What follows belongs to an exercise in optimizing a design on an open flow for small area, a short achievable clock period and few clock cycles; a production flow would make more cautious choices. Function was checked by simulation only, so behaviour that the tests miss may differ from the original.

Design cpuemu_core, start of the top module:
module cpuemu_core (
    input             clk,
    input             rst,         
    input      [15:0] prog_len,    
    output     [15:0] imem_addr,   
    input      [63:0] imem_data,   
    input      [5:0]  dbg_addr,    
    output reg [15:0] dbg_data,    
    output            done,        
    output     [1:0]  state,       
    output     [2:0]  fcode        
);
==> flow/config.mk <==
export PLATFORM = sky130hd
export DESIGN_NAME = cpuemu_core
export DESIGN_NICKNAME = cpuemu_core
export VERILOG_FILES = /design/flow/design.v
export SDC_FILE = /design/flow/constraint.sdc
export NUM_CORES = 4
export LEC_CHECK = 0
export ABC_AREA = 1
export CAP_MARGIN = 20
export CORE_MARGIN = 2
export CORE_UTILIZATION = 65
export CTS_CLUSTER_DIAMETER = 100
export CTS_CLUSTER_SIZE = 20
export SLEW_MARGIN = 20
==> flow/constraint.sdc <==
create_clock -name core_clock -period 15.0 [get_ports {clk}]
set_input_delay 3.0000 -clock core_clock [delete_from_list [all_inputs] [get_ports {clk}]]
set_output_delay 3.0000 -clock core_clock [all_outputs]
set_load 0.01 [all_outputs]
standard.sh (not shown) runs the stock make flow with config.mk's settings and CLKGATE_MAP_FILE= SYNTH_SCRIPT=/design/flow/synth_recipe.tcl, a recipe that flattens the netlist after the stock synthesis.
==> flow/flow/run.sh <==
#!/bin/bash
set -euo pipefail
export SETUP_SLACK_MARGIN=6.8
export BUFFER_PORTS_ARGS="-buffer_cell sky130_fd_sc_hd__buf_2"
bash standard.sh > standard.log 2>&1
Testbench counts at the start, summed over its fixed seeds: cycles 64,827.
Then changed:
CORE_UTILIZATION = 55   (was 65)
CTS_CLUSTER_DIAMETER = 110   (was 100)
CTS_CLUSTER_SIZE = 22   (was 20)
After rerunning:
- The new run ran to the end with no violations
- setup slack improved by 0.043 ns
- area after synthesis stays the same
- cell area decreases slightly
- routed wire length came out lower by a few percent

========
## v6
cpuemu_core, a different RTL version from the one above (not shown whole).
Size: about 470 flip-flops, ~130 I/O pins, roughly 0.034 mm² of cells after synthesis.
==> flow/design.v (excerpt) <==
module cpuemu_core (
    input             clk,
    input             rst,         
    input      [15:0] prog_len,    
    output     [15:0] imem_addr,   
    input      [63:0] imem_data,   
    input      [5:0]  dbg_addr,    
    output reg [15:0] dbg_data,    
    output            done,        
    output     [1:0]  state,       
    output     [2:0]  fcode        
);
    localparam ST_READY   = 2'd0;
    localparam ST_RUNNING = 2'd1;
    localparam ST_HALTED  = 2'd2;
    localparam ST_FAULTED = 2'd3;
    localparam F_DIVZERO  = 3'd1;
    localparam F_OVERFLOW = 3'd2;
    localparam F_UNDERFLOW= 3'd3;
    localparam F_BADADDR  = 3'd4;
    localparam F_BADSHIFT = 3'd5;
    localparam OP_NOP  = 5'd0,  OP_MOV  = 5'd1,  OP_PUSH = 5'd2,  OP_POP  = 5'd3;
    localparam OP_CALL = 5'd4,  OP_RET  = 5'd5,  OP_ADD  = 5'd6,  OP_SUB  = 5'd7;
    localparam OP_MUL  = 5'd8,  OP_DIV  = 5'd9,  OP_INC  = 5'd10, OP_DEC  = 5'd11;
    localparam OP_JMP  = 5'd12, OP_JZ   = 5'd13, OP_JNZ  = 5'd14, OP_JC   = 5'd15;
    localparam OP_JNC  = 5'd16, OP_JS   = 5'd17, OP_JNS  = 5'd18, OP_JG   = 5'd19;
    localparam OP_JGE  = 5'd20, OP_JL   = 5'd21, OP_JLE  = 5'd22, OP_CMP  = 5'd23;
    localparam OP_XOR  = 5'd24, OP_AND  = 5'd25, OP_OR   = 5'd26, OP_NOT  = 5'd27;
    localparam OP_SHL  = 5'd28, OP_SHR  = 5'd29, OP_ROL  = 5'd30, OP_ROR  = 5'd31;
    localparam PH_EXEC = 2'd0;
    localparam PH_MUL  = 2'd1;
    localparam PH_DIV  = 2'd2;
    reg [15:0] regs [0:7];
    reg [15:0] stk  [0:15];
    reg [4:0]  sp;                   
    reg [15:0] pc;
    reg        fz, fc, fs, fo;
    reg [1:0]  st;
    reg [2:0]  fc_code;
    reg [1:0]  ph;
    reg [15:0] xa;       
    reg [15:0] xb;       
    reg [14:0] xr;       
    reg [2:0]  dcnt;     
  ...
==> flow/config.mk <==
export PLATFORM = sky130hd
export DESIGN_NAME = cpuemu_core
export DESIGN_NICKNAME = cpuemu_core
export VERILOG_FILES = /design/flow/design.v
export SDC_FILE = /design/flow/constraint.sdc
export NUM_CORES = 4
export LEC_CHECK = 0
export ABC_AREA = 1
export CAP_MARGIN = 10
export CORE_MARGIN = 2
export CORE_UTILIZATION = 55
export CTS_CLUSTER_DIAMETER = 110
export CTS_CLUSTER_SIZE = 22
export SLEW_MARGIN = 10
==> flow/constraint.sdc <==
create_clock -name core_clock -period 15.0 [get_ports {clk}]
set_input_delay 3.0000 -clock core_clock [delete_from_list [all_inputs] [get_ports {clk}]]
set_output_delay 3.0000 -clock core_clock [all_outputs]
set_load 0.01 [all_outputs]
==> flow/flow/run.sh <==
#!/bin/bash
set -euo pipefail
export SETUP_SLACK_MARGIN=6.8
export BUFFER_PORTS_ARGS="-buffer_cell sky130_fd_sc_hd__buf_1"
bash standard.sh > standard.log 2>&1
Testbench counts of v6, summed over its fixed seeds: cycles 64,827.
Relative to v6, the following input files were edited for v7:
==> flow/flow/run.sh <==
#!/bin/bash
set -euo pipefail
export SETUP_SLACK_MARGIN=7.2
export BUFFER_PORTS_ARGS="-buffer_cell sky130_fd_sc_hd__buf_2"
bash standard.sh > standard.log 2>&1
diff --git a/flow/config.mk b/flow/config.mk
--- a/flow/config.mk
+++ b/flow/config.mk
@@ -9 +9 @@
-export CAP_MARGIN = 10
+export CAP_MARGIN = 20
@@ -14 +14 @@
-export SLEW_MARGIN = 10
+export SLEW_MARGIN = 20
==> comparison <==
Diff v7..v6 | clock skew | negligible
v6 ended up with dbg_addr[2] as its critical path launch point; v7 ended up with dbg_addr[3].
The higher final-layout fill cell count came out of v6.

-- separate check: timing with driven ports --
How much do the figures lean on ideal ports? The routed layouts below were timed once more, with nothing changed but the port constraints.
Step 1: set_driving_cell puts a clkbuf_16 on clk and a buf_2 on each other input, an assumption about the parent block.
Step 2 also shifts input and output timing later by t, the mid clock arrival at the registers, as if the neighbouring blocks saw the same clock.
Three values: ideal, step 1, step 2; two values: the first two.
| run | shift t [ns] | setup slack, ns | hold WS [ns] | clock arrival spread, ns | pins driven straight from the clock port |
|---|---|---|---|---|---|
| the first run of note 1 | 0.693 | 6.708 / 6.679 / 6.335 | 0.484 / 0.484 / 0.484 | 0.056 / 0.057 | 1 |
| the second run of note 1 | 0.686 | 6.751 / 6.723 / 6.374 | 0.486 / 0.486 / 0.486 | 0.048 / 0.048 | 1 |
| v6 | 0.691 | 6.756 / 6.718 / 6.280 | 0.534 / 0.534 / 0.534 | 0.067 / 0.067 | 1 |
| v7 | 0.689 | 6.855 / 6.789 / 6.724 | 0.531 / 0.531 / 0.531 | 0.064 / 0.064 | 1 |
After both steps every run listed still meets setup and hold. The setup slack of v6, which loses most, moves by -0.038 ns with the drivers and by -0.476 ns with both steps.
